What follows belongs to an exercise in optimizing a design on an open flow for small area; a production flow would make more cautious choices. Only simulation tests tie the RTL to the original design; equivalence was not proved. No driver is modelled on the clock port, so clock power and skew are understated where the tree is cut down; a real chip needs a root buffer or a tree. Power and IR drop assume default switching activity.

// ric
module ric (
    input  wire        clk,
    input  wire        rst,
    input  wire        cmd_valid,
    output wire        cmd_ready,
    input  wire [3:0]  cmd_op,
    input  wire [8:0]  cmd_arg,
    output wire        rsp_valid,
    output wire        rsp_err,
    output wire [7:0]  rsp_ecode,
    output wire [63:0] rsp_cnt0,
    output wire [31:0] rsp_cnt1,
    output wire [15:0] rsp_cnt2,
    output wire [18:0] rsp_status,
    output wire [8:0]  rsp_mode,
    output wire [1:0]  rsp_snap,
    output wire [1:0]  rsp_pins,
    output wire        bus_req,
    output wire        bus_we,
    output wire [6:0]  bus_addr,
    output wire [3:0]  bus_len,
    output wire [7:0]  bus_wdata,
    input  wire        bus_rvalid,
    input  wire [7:0]  bus_rdata,
    input  wire        bus_done,
    input  wire        bus_err,
    input  wire [7:0]  bus_ecode
);
For scale: about 400 cells after synthesis, ~210 I/O pins, ~3800 µm² of cells after synthesis.
==> module ric, before the edit <==
module ric (
    input  wire        clk,
    input  wire        rst,
    input  wire        cmd_valid,
    output wire        cmd_ready,
    input  wire [3:0]  cmd_op,
    input  wire [8:0]  cmd_arg,
    output wire        rsp_valid,
    output wire        rsp_err,
    output wire [7:0]  rsp_ecode,
    output wire [63:0] rsp_cnt0,
    output wire [31:0] rsp_cnt1,
    output wire [15:0] rsp_cnt2,
    output wire [18:0] rsp_status,
    output wire [8:0]  rsp_mode,
    output wire [1:0]  rsp_snap,
    output wire [1:0]  rsp_pins,
    output wire        bus_req,
    output wire        bus_we,
    output wire [6:0]  bus_addr,
    output wire [3:0]  bus_len,
    output wire [7:0]  bus_wdata,
    input  wire        bus_rvalid,
    input  wire [7:0]  bus_rdata,
    input  wire        bus_done,
    input  wire        bus_err,
    input  wire [7:0]  bus_ecode
);
    reg [8:0]  mode_q;
    reg [1:0]  snap_q;       
    reg [1:0]  act_q;
    reg [1:0]  kind_q;       
    reg [2:0]  pos_q;        
    reg        pend_q;       
    reg        reqq_q;       
    reg [7:0]  lane0, lane1, lane2, lane3, lane4, lane5;
    wire       acc      = cmd_valid;
    wire [3:0] op       = cmd_op;
    wire       op_nobus = (op == 4'd0) || (op > 4'd5);
    wire       op_rc    = op[1] & ~op[0];             
    wire       op_rs    = op[2] & op[0];              
    wire       op_ins   = (op[1] & op[0]) | (op[2] & ~op[0]);    
    wire       op_sp    = op[1] & op[0];              
    wire       op_we    = op[0] ^ op[2];              
    wire       w_cfg    = ~op[1] & ~op[2];            
    wire       w_res    = op[2];                      
    wire [2:0] tag = mode_q[2:0];
    reg [3:0] len;
    always @(*) begin
        case (tag)
            3'd0: len = 4'd4;
            3'd1: len = 4'd7;
            3'd2: len = 4'd7;
            3'd3: len = 4'd3;
            3'd4: len = 4'd5;
            3'd5: len = 4'd7;
            3'd6: len = 4'd5;
            default: len = 4'd8;
        endcase
    end
    wire       not3 = ~(tag == 3'd7);
    wire [7:0] cfg = {not3 & mode_q[6], not3 & mode_q[4], mode_q[7], mode_q[5],
                      mode_q[3], tag};
    wire rs_more = (kind_q == 2'd3) & (pos_q[1] | pos_q[0]);    
    assign bus_req   = (acc & ~op_nobus) | reqq_q;
    assign bus_we    = ~reqq_q & op_we;
    assign bus_addr  = {reqq_q | op_rs,
                        ~reqq_q & op_ins,
                        ~reqq_q & op_ins,
                        reqq_q | op_rc | op_rs,
                        1'b0,
                        reqq_q & pos_q[0],
                        reqq_q & pos_q[1]};
    assign bus_len   = (~reqq_q & op_rc) ? len : 4'd1;
    assign bus_wdata = {w_cfg & cfg[7],
                        w_cfg ? cfg[6] : (w_res ? act_q[1] : cmd_arg[1]),
                        w_cfg ? cfg[5] : (w_res ? act_q[0] : cmd_arg[0]),
                        w_cfg & cfg[4],
                        w_cfg & cfg[3],
                        w_cfg ? cfg[2:0] : (w_res ? cmd_arg[2:0] : 3'b000)};
    wire ok = bus_done & ~bus_err;
    assign cmd_ready = 1'b1;
    assign rsp_valid = pend_q | (bus_done & (bus_err | ~rs_more));
    assign rsp_err   = bus_done & bus_err;
    assign rsp_ecode = bus_ecode;
    assign rsp_mode  = mode_q;
    assign rsp_snap  = snap_q;
    assign rsp_pins  = act_q;
    wire ge24 = ~((tag == 3'd3) | (tag == 3'd6) | (tag == 3'd7));
    wire ge32 = (tag == 3'd2) | (tag == 3'd4) | (tag == 3'd5);
    wire ge48 = (tag == 3'd2);
    wire sign0 = ge48 ? lane5[7] : ge32 ? lane3[7] : ge24 ? lane2[7] : lane1[7];
    assign rsp_cnt0[15:0]  = {lane1, lane0};
    assign rsp_cnt0[23:16] = ge24 ? lane2 : {8{sign0}};
    assign rsp_cnt0[31:24] = ge32 ? lane3 : {8{sign0}};
    assign rsp_cnt0[47:32] = ge48 ? {lane5, lane4} : {16{sign0}};
    assign rsp_cnt0[63:48] = {16{sign0}};
    wire c1_24 = ~tag[2];
    wire sign1 = c1_24 ? lane3[7] : lane5[7];
    assign rsp_cnt1[15:0]  = {lane5, lane4};
    assign rsp_cnt1[23:16] = c1_24 ? lane3 : {8{sign1}};
    assign rsp_cnt1[31:24] = {8{sign1}};
    assign rsp_cnt2 = {lane3, lane2};
    assign rsp_status = {
        lane0[0],    
        lane0[1],    
        lane1[0],    
        lane0[2],    
        lane0[3],    
        lane0[4],    
        lane1[1],    
        lane1[2],    
        lane1[3],    
        lane1[4],    
        lane2[5],    
        lane2[7],    
        lane2[6],    
        lane0[5],    
        lane0[7],    
        lane0[6],    
        lane1[5],    
        lane1[7],    
        lane1[6]     
    };
    wire [2:0] p = pos_q;
    wire p1 = (p == 3'd1), p2 = (p == 3'd2), p3 = (p == 3'd3), p4 = (p == 3'd4),
         p5 = (p == 3'd5), p6 = (p == 3'd6), p7 = (p == 3'd7);
    wire tx = tag[2] ^ tag[1];
    wire ta = tag[2] & tag[1];
    wire tz = ~tag[2] & ~tag[1];
    wire en0  = p2;
    wire en1  = p3;
    wire en2  = (p4 & ~ta) | (p6 & tag[1] & tag[0]) | (p1 & kind_q[1] & kind_q[0]);
    wire en3  = (p5 & tx) | (p7 & ~tx & tag[0]);
    wire en4  = (p4 & ta) | (p5 & tz) | (p6 & tx);
    wire en5  = (p5 & ta) | (p6 & tz) | (p7 & tx);
    always @(posedge clk) begin
        if (bus_rvalid) begin
            if (en0)  lane0 <= bus_rdata;
            if (en1)  lane1 <= bus_rdata;
            if (en2)  lane2 <= bus_rdata;
            if (en3)  lane3 <= bus_rdata;
            if (en4)  lane4 <= bus_rdata;
            if (en5)  lane5 <= bus_rdata;
        end
    end
    wire       a_nch1 = (cmd_arg[2:0] == 3'd0) | (cmd_arg[2:0] == 3'd2) |
                        (cmd_arg[2:0] == 3'd3) | (cmd_arg[2:0] == 3'd4);
    wire       a_nch3 = (cmd_arg[2:0] == 3'd7);
    wire [8:0] mode_new = {a_nch3 ? cmd_arg[8:7] : 2'b00,
                           a_nch1 ? 2'b00 : cmd_arg[6:5],
                           cmd_arg[4:0]};
    always @(posedge clk) begin
        if (rst) begin
            mode_q <= 9'b0_0000_0010;    
            snap_q <= 2'b00;
            act_q  <= 2'b00;
        end else begin
            if (acc && op == 4'd0)
                mode_q <= mode_new;
            if (ok && kind_q == 2'd1)
                snap_q <= pos_q[1:0];
            else if (ok && kind_q == 2'd3 && pos_q == 3'd0)
                snap_q <= lane0[4:3];
            if (ok && kind_q == 2'd2)
                act_q <= pos_q[1:0];
        end
    end
    always @(posedge clk) begin
        pend_q <= acc & op_nobus;
        reqq_q <= ok & rs_more;
        if (acc) begin
            kind_q <= {op_sp | op_rs, op_rc | op_rs};
            pos_q  <= op_rc ? len[2:0] : {1'b0, op[2] ? 2'b11 : cmd_arg[1:0]};
        end else if (bus_rvalid & kind_q[0]) begin    
            if (p1 & ~kind_q[1])
                pos_q <= {1'b1, ~bus_rdata[7:6]};
            else
                pos_q <= pos_q - 3'd1;
        end
    end
endmodule
export LEC_CHECK = 0
export CAP_MARGIN = 0
export CORE_MARGIN = 2
export CORE_UTILIZATION = 80
export PLACE_DENSITY = 0.85
export SLEW_MARGIN = 0
create_clock -name core_clock -period 10.0 [get_ports {clk}]
standard.sh (not shown) runs the stock make flow with config.mk's settings and CLKGATE_MAP_FILE= SYNTH_SCRIPT=/design/flow/synth_recipe.tcl, a recipe that flattens the netlist after the stock synthesis.
==> flow/flow/run.sh <==
#!/bin/bash
# The standard layout, with three changes:
#  - after the standard synthesis, the combinational logic is mapped again
#    for area (remap.tcl, with each abc_*.abc script; the smallest netlist
#    that eqcheck.tcl proves equivalent to the standard one is kept); the
#    registers are left exactly as synthesized;
#  - ports are buffered with the smallest buffer;
#  - CTS adds no dummy loads, and its tree is then rebuilt as one root
#    buffer driving a few leaf buffers (post_cts.tcl).
set -euo pipefail
WORK=$(pwd)
RES=$WORK/orfs/results/$FLOW_PLATFORM/ric/base
LOGS=$WORK/orfs/logs/$FLOW_PLATFORM/ric/base
export BUFFER_PORTS_ARGS="-buffer_cell sky130_fd_sc_hd__buf_1"
export POST_CTS_TCL=$WORK/flow/post_cts.tcl
export CTS_ARGS="-sink_clustering_enable -repair_clock_nets -dont_use_dummy_load -buf_list {sky130_fd_sc_hd__clkbuf_8}"

bash standard.sh synth > log_standard_synth.txt 2>&1

# the abc call of the standard synthesis gives the don't-use list
export REMAP_DONT_USE="$(grep -m1 '^abc -script' $LOGS/1_2_yosys.log | grep -oE -- '-dont_use [^ ]+' | tr '\n' ' ')"
export REMAP_LIB=$FLOW_HOME/platforms/$FLOW_PLATFORM/lib/sky130_fd_sc_hd__tt_025C_1v80.lib
export REMAP_IN=$WORK/standard_1_2_yosys.v
cp $RES/1_2_yosys.v $REMAP_IN
# map with each abc script and keep the smallest result
best=""; best_area=""
for abc in $WORK/flow/abc_*.abc; do
  name=$(basename $abc .abc)
  export REMAP_ABC=$abc REMAP_OUT=$WORK/remapped_$name.v
  # a candidate counts only if it is proven equivalent to the standard netlist
  if yosys -c $WORK/flow/remap.tcl > log_remap_$name.txt 2>&1 &&
     EQ_GOLD=$REMAP_IN EQ_GATE=$REMAP_OUT yosys -c $WORK/flow/eqcheck.tcl > log_eqcheck_$name.txt 2>&1; then
    area=$( (grep "Chip area for module '.$FLOW_TOP'" log_remap_$name.txt || true) | tail -n 1 | awk '{print $NF}')
    [[ -n "$area" ]] || continue
    echo "$name $area" >> log_remap_areas.txt
    if [[ -z "$best" ]] || awk -v a="$area" -v b="$best_area" 'BEGIN{exit !(a < b)}'; then
      best=$name; best_area=$area
    fi
  fi
done
echo "chosen ${best:-standard} $best_area" >> log_remap_areas.txt
if [[ -n "$best" ]]; then cp $WORK/remapped_$best.v $RES/1_2_yosys.v; fi
rm -f $RES/1_synth.odb $RES/1_synth.sdc

bash standard.sh finish > log_standard_finish.txt 2>&1
Other scripts of this flow, unchanged in this note and not shown: flow/flow/abc_a.abc, flow/flow/abc_b.abc, flow/flow/abc_c.abc, flow/flow/abc_d.abc, flow/flow/abc_e.abc, flow/flow/eqcheck.tcl, flow/flow/post_cts.tcl, flow/flow/remap.tcl
Change:
--- a/flow/design.v
+++ b/flow/design.v
@@ -29,18 +29,17 @@
     reg [8:0]  mode_q;
     reg [1:0]  snap_q;       
     reg [1:0]  act_q;
     reg [1:0]  kind_q;       
     reg [2:0]  pos_q;        
-    reg        pend_q;       
-    reg        reqq_q;       
+    reg        pulse_q;      
     reg [7:0]  lane0, lane1, lane2, lane3, lane4, lane5;
     wire       acc      = cmd_valid;
     wire [3:0] op       = cmd_op;
     wire       op_nobus = (op == 4'd0) || (op > 4'd5);
     wire       op_rc    = op[1] & ~op[0];             
-    wire       op_rs    = op[2] & op[0];              
+    wire       op_rs    = (op == 4'd5);               
     wire       op_ins   = (op[1] & op[0]) | (op[2] & ~op[0]);    
     wire       op_sp    = op[1] & op[0];              
     wire       op_we    = op[0] ^ op[2];              
     wire       w_cfg    = ~op[1] & ~op[2];            
     wire       w_res    = op[2];                      
@@ -59,11 +58,14 @@
         endcase
     end
     wire       not3 = ~(tag == 3'd7);
     wire [7:0] cfg = {not3 & mode_q[6], not3 & mode_q[4], mode_q[7], mode_q[5],
                       mode_q[3], tag};
-    wire rs_more = (kind_q == 2'd3) & (pos_q[1] | pos_q[0]);    
+    wire is_rs   = (kind_q == 2'd3);
+    wire rs_more = is_rs & (pos_q[1] | pos_q[0]);    
+    wire reqq_q  = pulse_q & is_rs;
+    wire pend_q  = pulse_q & ~is_rs;
     assign bus_req   = (acc & ~op_nobus) | reqq_q;
     assign bus_we    = ~reqq_q & op_we;
     assign bus_addr  = {reqq_q | op_rs,
                         ~reqq_q & op_ins,
                         ~reqq_q & op_ins,
@@ -165,12 +167,11 @@
             if (ok && kind_q == 2'd2)
                 act_q <= pos_q[1:0];
         end
     end
     always @(posedge clk) begin
-        pend_q <= acc & op_nobus;
-        reqq_q <= ok & rs_more;
+        pulse_q <= (acc & op_nobus) | (ok & rs_more);
         if (acc) begin
             kind_q <= {op_sp | op_rs, op_rc | op_rs};
             pos_q  <= op_rc ? len[2:0] : {1'b0, op[2] ? 2'b11 : cmd_arg[1:0]};
         end else if (bus_rvalid & kind_q[0]) begin    
             if (p1 & ~kind_q[1])
=> The new run finished with timing, DRC and antenna clean. Global-route usage came out higher by 1.3 points. Combinational power came out lower by 4.4%. Final area came out lower by 0.72%. Clock skew came out lower by 0.013 ns. Fmax came out lower by 11%. Area after synthesis hardly moves. Worst hold slack gets better by 0.019 ns. Critical path depth came out lower by 1. Total power barely changes. Routed wire length came out higher by 5.0%. Setup slack gets worse by 0.63 ns. Cell count came out higher by 2.7%. Sequential power came out lower by about 2%.
No run of this note takes its clock network from TritonCTS; it comes from the design's own scripts or RTL.

port drivers added, routing unchanged:
In the flow no input, the clock included, has a driving cell. The finished layouts below were timed again as built, in two steps.
Step 1 (the two cells are an assumption about what drives the block):
set clk [get_ports {clk}]
set_driving_cell -lib_cell sky130_fd_sc_hd__clkbuf_16 $clk
set_driving_cell -lib_cell sky130_fd_sc_hd__buf_2 [delete_from_list [all_inputs] $clk]
Step 2 times the ports against the registers' clock, not the clock port: input delays grow and output delays shrink by t, the midpoint of the rising clock arrivals with the driver on.
a / b / c = no drivers / after step 1 / after step 2; a / b = the first two.
run	t (ns)	slack for setup (ns)	clock arrival spread, ns
the first run	0.423	4.690 / 4.663 / 4.763	0.038 / 0.038
the second run	0.426	4.064 / 4.035 / 4.461	0.026 / 0.026
After both steps every run listed still meets setup and hold.
